What follows belongs to an exercise in optimizing a design on an open flow for small area and a short achievable clock period; a production flow would make more cautious choices.
Where RTL was checked, it was by simulation tests only, not by an equivalence proof against the original.
No activity file was given, so power comes from the tool's default toggle rates.

==> run a: inputs <==
## cpu_core
module cpu_core #(
    parameter MAX_CYCLES = 1000,
    parameter CW         = 10           
) (
    input  wire          clk,
    input  wire          rst,           
    input  wire          cfg_fwd_en,    
    input  wire          cfg_cache_en,  
    output wire [7:0]    if_addr,
    input  wire [15:0]   if_rdata,
    output wire [7:0]    d_addr,
    input  wire [7:0]    d_rdata,
    output wire [7:0]    d_wdata,
    output wire          d_we,
    input  wire [3:0]    dbg_sel,
    output wire [7:0]    dbg_x,
    output reg  [8:0]    pc,
    output reg           halted,
    output wire          terminated,
    output reg  [1:0]    fault,         
    output reg           flag_z,
    output reg           flag_c,
    output reg  [7:0]    mar,
    output reg  [7:0]    mdr,
    output reg           stalled,
    output reg           flushed,
    output reg           fwd_active,
    output reg  [3:0]    fwd_reg,
    output wire [7:0]    fwd_value,
    output reg           r0_write_ignored,
  ...
make LEC_CHECK=0 ABC_AREA=1 CAP_MARGIN=20 CORE_MARGIN=2 CORE_UTILIZATION=60 SETUP_SLACK_MARGIN=5 SLEW_MARGIN=20 finish   # period 13.0 ns
run.sh (not shown) runs the stock make flow with config.mk's settings and CLKGATE_MAP_FILE= SYNTH_SCRIPT=/design/flow/synth_recipe.tcl, a recipe that flattens the netlist after the stock synthesis.
==> run b (differences from run a) <==
--- a/flow/design.v
+++ b/flow/design.v
@@ -4,15 +4,23 @@
     input  wire [3:0] b,
     output reg  [7:0] res,
     output reg        z,
     output reg        c
 );
-    wire [4:0] sum  = {1'b0, a} + {1'b0, b};
-    wire [4:0] dif  = {1'b0, a} - {1'b0, b};      
-    wire signed [3:0] sa = a;
-    wire signed [3:0] sb = b;
-    wire signed [7:0] prod = sa * sb;
+    wire       sub  = op[0];
+    wire [4:0] sum  = {1'b0, a} + {1'b0, b ^ {4{sub}}} + {4'd0, sub};
+    reg [7:0] prod;
+    integer i, j;
+    always @* begin
+        prod = 8'b1001_0000;
+        for (i = 0; i < 4; i = i + 1)
+            for (j = 0; j < 4; j = j + 1)
+                if ((i == 3) ^ (j == 3))
+                    prod = prod + ({7'd0, ~(a[i] & b[j])} << (i + j));
+                else
+                    prod = prod + ({7'd0, a[i] & b[j]} << (i + j));
+    end
     wire [3:0] ma = a[3] ? (4'd0 - a) : a;
     wire [3:0] mb = b[3] ? (4'd0 - b) : b;
     reg  [3:0] mq;
     always @* begin
         case (mb)
@@ -25,15 +33,16 @@
             default: mq = 4'd0;
         endcase
     end
     wire [3:0] quot = (a[3] ^ b[3]) ? (4'd0 - mq) : mq;
     always @* begin
+        z = 1'b0;
+        c = 1'b0;
         case (op)
-            2'd0: begin res = {4'd0, sum[3:0]}; z = (sum[3:0] == 4'd0); c = sum[4];  end
-            2'd1: begin res = {4'd0, dif[3:0]}; z = (dif[3:0] == 4'd0); c = ~dif[4]; end
-            2'd2: begin res = prod;             z = 1'b0;               c = 1'b0;     end
-            default: begin res = {4'd0, quot};  z = 1'b0;               c = 1'b0;     end
+            2'd0, 2'd1: begin res = {4'd0, sum[3:0]}; z = (sum[3:0] == 4'd0); c = sum[4]; end
+            2'd2:       res = prod;
+            default:    res = {4'd0, quot};
         endcase
     end
 endmodule
 module cpu_core #(
     parameter MAX_CYCLES = 1000,
@@ -83,11 +92,10 @@
     reg [3:0] pr_opcode;
     reg [3:0] pr_operand;    
     reg [7:0] pr_imm;
     reg [7:0] line_valid;
     reg [4:0] line_tag   [0:7];
-    reg [7:0] line_data  [0:7];
     reg [2:0] cache_stall_remaining;
     reg [8:0] hs_cnt;
     reg [7:0] cm_cnt;
     assign cnt_hazard_stalls      = {1'b0, hs_cnt};
     assign cnt_cache_misses       = {2'b00, cm_cnt};
@@ -122,11 +130,11 @@
     wire [2:0] c_index = pr_imm[2:0];
     wire [4:0] c_tag   = pr_imm[7:3];
     wire       c_hit   = line_valid[c_index] & (line_tag[c_index] == c_tag);
     wire       mem_op  = is_load | is_store;
     wire       c_miss  = exec & cache_en & mem_op & ~c_hit;
-    wire [7:0] load_data = (cache_en & c_hit) ? line_data[c_index] : d_rdata;
+    wire [7:0] load_data = d_rdata;
     assign d_addr  = pr_imm;
     assign d_wdata = xr;
     assign d_we    = exec & is_store;
     wire       jmp_now     = exec & is_jmp;
     wire [8:0] pc_cur      = jmp_now ? {1'b0, pr_imm} : pc;
@@ -156,15 +164,12 @@
         for (i = 1; i < 16; i = i + 1)
             if (rst | (x_we && pr_operand == i))
                 x[i] <= x_wdata_r;
     end
     always @(posedge clk) begin
-        if (exec & cache_en & mem_op) begin
-            if (~c_hit) line_tag[c_index] <= c_tag;
-            if (is_store | ~c_hit)
-                line_data[c_index] <= is_load ? d_rdata : xr;
-        end
+        if (c_miss)
+            line_tag[c_index] <= c_tag;
     end
     wire c_access = exec & cache_en & mem_op;
     always @(posedge clk) begin
         cnt_cycles       <= (cnt_cycles       + {9'd0, do_cycle})         & {CW{~rst}};
         cnt_instructions <= (cnt_instructions + {9'd0, exec})             & {CW{~rst}};
==> flow/flow/run.sh (new file) <==
#!/bin/bash
# Standard ORFS layout (the standard.sh, unchanged synthesis, floorplan,
# power grid and tap cells) with three settings passed to make:
#  - port buffers are buf_1 cells instead of the default choice,
#  - repair_timing aims for extra setup slack so the design is sized for a
#    shorter period than the 13 ns it is signed off at,
#  - smaller clock-tree buffers.
set -euo pipefail
MARGIN=$(cat flow/margin.txt)
bash standard.sh \
  "BUFFER_PORTS_ARGS=-buffer_cell sky130_fd_sc_hd__buf_1" \
  "SETUP_SLACK_MARGIN=${MARGIN}" \
  finish > flow_orfs.log 2>&1
==> flow/flow/margin.txt (new file) <==
6.3
==> flow/standard.sh (new file) <==
#!/bin/bash
# synth_recipe.tcl (not shown) runs the flow's synth.tcl, then flattens the netlist and writes it again
# the make line also repeats each setting of config.mk as NAME=value (left out here)
make -C /OpenROAD-flow-scripts/flow DESIGN_CONFIG=/design/flow/config.mk WORK_HOME=/design/flow/orfs CLKGATE_MAP_FILE= SYNTH_SCRIPT=/design/flow/synth_recipe.tcl "${@:-finish}"
Settings changed: CTS_BUF_LIST set to sky130_fd_sc_hd__clkbuf_16, CTS_CLUSTER_DIAMETER set to 60, CTS_CLUSTER_SIZE set to 30, SETUP_SLACK_MARGIN 5 to not set.
removed: flow/run.sh
==> run c (differences from run a) <==
--- a/flow/design.v
+++ b/flow/design.v
@@ -4,15 +4,23 @@
     input  wire [3:0] b,
     output reg  [7:0] res,
     output reg        z,
     output reg        c
 );
-    wire [4:0] sum  = {1'b0, a} + {1'b0, b};
-    wire [4:0] dif  = {1'b0, a} - {1'b0, b};      
-    wire signed [3:0] sa = a;
-    wire signed [3:0] sb = b;
-    wire signed [7:0] prod = sa * sb;
+    wire       sub  = op[0];
+    wire [4:0] sum  = {1'b0, a} + {1'b0, b ^ {4{sub}}} + {4'd0, sub};
+    reg [7:0] prod;
+    integer i, j;
+    always @* begin
+        prod = 8'b1001_0000;
+        for (i = 0; i < 4; i = i + 1)
+            for (j = 0; j < 4; j = j + 1)
+                if ((i == 3) ^ (j == 3))
+                    prod = prod + ({7'd0, ~(a[i] & b[j])} << (i + j));
+                else
+                    prod = prod + ({7'd0, a[i] & b[j]} << (i + j));
+    end
     wire [3:0] ma = a[3] ? (4'd0 - a) : a;
     wire [3:0] mb = b[3] ? (4'd0 - b) : b;
     reg  [3:0] mq;
     always @* begin
         case (mb)
@@ -25,15 +33,16 @@
             default: mq = 4'd0;
         endcase
     end
     wire [3:0] quot = (a[3] ^ b[3]) ? (4'd0 - mq) : mq;
     always @* begin
+        z = 1'b0;
+        c = 1'b0;
         case (op)
-            2'd0: begin res = {4'd0, sum[3:0]}; z = (sum[3:0] == 4'd0); c = sum[4];  end
-            2'd1: begin res = {4'd0, dif[3:0]}; z = (dif[3:0] == 4'd0); c = ~dif[4]; end
-            2'd2: begin res = prod;             z = 1'b0;               c = 1'b0;     end
-            default: begin res = {4'd0, quot};  z = 1'b0;               c = 1'b0;     end
+            2'd0, 2'd1: begin res = {4'd0, sum[3:0]}; z = (sum[3:0] == 4'd0); c = sum[4]; end
+            2'd2:       res = prod;
+            default:    res = {4'd0, quot};
         endcase
     end
 endmodule
 module cpu_core #(
     parameter MAX_CYCLES = 1000,
@@ -83,11 +92,10 @@
     reg [3:0] pr_opcode;
     reg [3:0] pr_operand;    
     reg [7:0] pr_imm;
     reg [7:0] line_valid;
     reg [4:0] line_tag   [0:7];
-    reg [7:0] line_data  [0:7];
     reg [2:0] cache_stall_remaining;
     reg [8:0] hs_cnt;
     reg [7:0] cm_cnt;
     assign cnt_hazard_stalls      = {1'b0, hs_cnt};
     assign cnt_cache_misses       = {2'b00, cm_cnt};
@@ -122,11 +130,11 @@
     wire [2:0] c_index = pr_imm[2:0];
     wire [4:0] c_tag   = pr_imm[7:3];
     wire       c_hit   = line_valid[c_index] & (line_tag[c_index] == c_tag);
     wire       mem_op  = is_load | is_store;
     wire       c_miss  = exec & cache_en & mem_op & ~c_hit;
-    wire [7:0] load_data = (cache_en & c_hit) ? line_data[c_index] : d_rdata;
+    wire [7:0] load_data = d_rdata;
     assign d_addr  = pr_imm;
     assign d_wdata = xr;
     assign d_we    = exec & is_store;
     wire       jmp_now     = exec & is_jmp;
     wire [8:0] pc_cur      = jmp_now ? {1'b0, pr_imm} : pc;
@@ -156,15 +164,12 @@
         for (i = 1; i < 16; i = i + 1)
             if (rst | (x_we && pr_operand == i))
                 x[i] <= x_wdata_r;
     end
     always @(posedge clk) begin
-        if (exec & cache_en & mem_op) begin
-            if (~c_hit) line_tag[c_index] <= c_tag;
-            if (is_store | ~c_hit)
-                line_data[c_index] <= is_load ? d_rdata : xr;
-        end
+        if (c_miss)
+            line_tag[c_index] <= c_tag;
     end
     wire c_access = exec & cache_en & mem_op;
     always @(posedge clk) begin
         cnt_cycles       <= (cnt_cycles       + {9'd0, do_cycle})         & {CW{~rst}};
         cnt_instructions <= (cnt_instructions + {9'd0, exec})             & {CW{~rst}};
==> flow/flow/run.sh (new file) <==
#!/bin/bash
# Standard ORFS layout (the standard.sh, unchanged synthesis, floorplan,
# power grid and tap cells) with three settings passed to make:
#  - port buffers are buf_1 cells instead of the default choice,
#  - repair_timing aims for extra setup slack so the design is sized for a
#    shorter period than the 13 ns it is signed off at,
#  - smaller clock-tree buffers.
set -euo pipefail
MARGIN=$(cat flow/margin.txt)
bash standard.sh \
  "BUFFER_PORTS_ARGS=-buffer_cell sky130_fd_sc_hd__buf_1" \
  "SETUP_SLACK_MARGIN=${MARGIN}" \
  finish > flow_orfs.log 2>&1
==> flow/flow/margin.txt (new file) <==
6.6
==> flow/standard.sh (new file) <==
#!/bin/bash
# synth_recipe.tcl (not shown) runs the flow's synth.tcl, then flattens the netlist and writes it again
# the make line also repeats each setting of config.mk as NAME=value (left out here)
make -C /OpenROAD-flow-scripts/flow DESIGN_CONFIG=/design/flow/config.mk WORK_HOME=/design/flow/orfs CLKGATE_MAP_FILE= SYNTH_SCRIPT=/design/flow/synth_recipe.tcl "${@:-finish}"
Settings changed: CORE_UTILIZATION 60 to 70, CTS_BUF_LIST set to sky130_fd_sc_hd__clkbuf_8, CTS_CLUSTER_DIAMETER set to 50, CTS_CLUSTER_SIZE set to 16, SETUP_SLACK_MARGIN 5 to not set.
removed: flow/run.sh
==> run notes <==
Fillcell total: run a 2243; run b 2011; run c 1251
Highest signal layer in the routed design: run a met4; run b met5; run c met4
Tot Pwr: run a 6.121 mW; run b 4.773 mW; run c 4.881 mW
Tap cells: run a 396; run b 330; run c 280
Unique cell type count in the Yosys netlist: run a 60; run b 54; run c 54
Clock Skew: run a 0.01607 ns; run b 0.01774 ns; run c 0.03719 ns
Final min period: run a 7.815 ns; run b 6.691 ns; run c 6.643 ns
Clock share of power: run a 0.180; run b 0.145; run c 0.123
FFs & Latches: run a 363; run b 299; run c 299
Post-Route Hold Slack: run a 0.4560 ns; run b 0.4528 ns; run c 0.4705 ns
Die span in x: run a 179.3 um; run b 164.5 um; run c 152.6 um
Fraction of post-synthesis cell area in the top cell type by area: run a 0.3939; run b 0.3457; run c 0.3457
Minimum setup slack after placement: run a 4.961 ns; run b 5.656 ns; run c 5.549 ns
Met3 Resource Use GR: run a 0.06603; run b 0.05048; run c 0.1104
Peak clock frequency supported by timing: run a 128.0 MHz; run b 149.5 MHz; run c 150.5 MHz
Largest stage delay, worst path: run a 0.53 ns; run b 0.27 ns; run c 0.28 ns
Flip-flop and latch count after synthesis: run a 363; run b 299; run c 299
Area growth syn-to-layout: run a 18.63%; run b 13.66%; run c 15.54%
Count of nets after finishing: run a 2318; run b 2082; run c 2121
Static Leak: run a 8.597 nW; run b 7.090 nW; run c 7.315 nW
Outcome: run a no timing/DRC/antenna violations; run b no timing/DRC/antenna violations; run c no timing/DRC/antenna violations
Total number of clock tree sinks: run a 363; run b 299; run c 299
Plain + repair buffers: run a 203; run b 225; run c 256
Via count: run a 16120; run b 13890; run c 15310
Only the layout flow was run in run a; the RTL was not checked for function there.

what the ideal ports hide:
In the flow no input, the clock included, has a driving cell. The finished layouts below were timed again as built, in two steps.
Step 1: set_driving_cell puts a clkbuf_16 on clk and a buf_2 on each other input, an assumption about the parent block.
Step 2 moves the port delays by t, midway between the first and last clock arrival at a register: inputs arrive t later, outputs are due t later. That takes back most of the time a late clock gives input paths.
Three values: ideal, step 1, step 2; two values: the first two.
run | t (ns) | setup WS [ns] | worst setup path at the end
run a | 0.572 | 5.185 / 5.159 / 5.159 | input to output
run b | 0.585 | 6.309 / 6.239 / 6.239 | input to output
run c | 0.665 | 6.357 / 6.310 / 6.310 | input to output
After both steps setup and hold are still met in every run listed. For run b, which loses most, drivers alone change the setup slack by -0.070 ns; drivers and shift together by -0.070 ns.
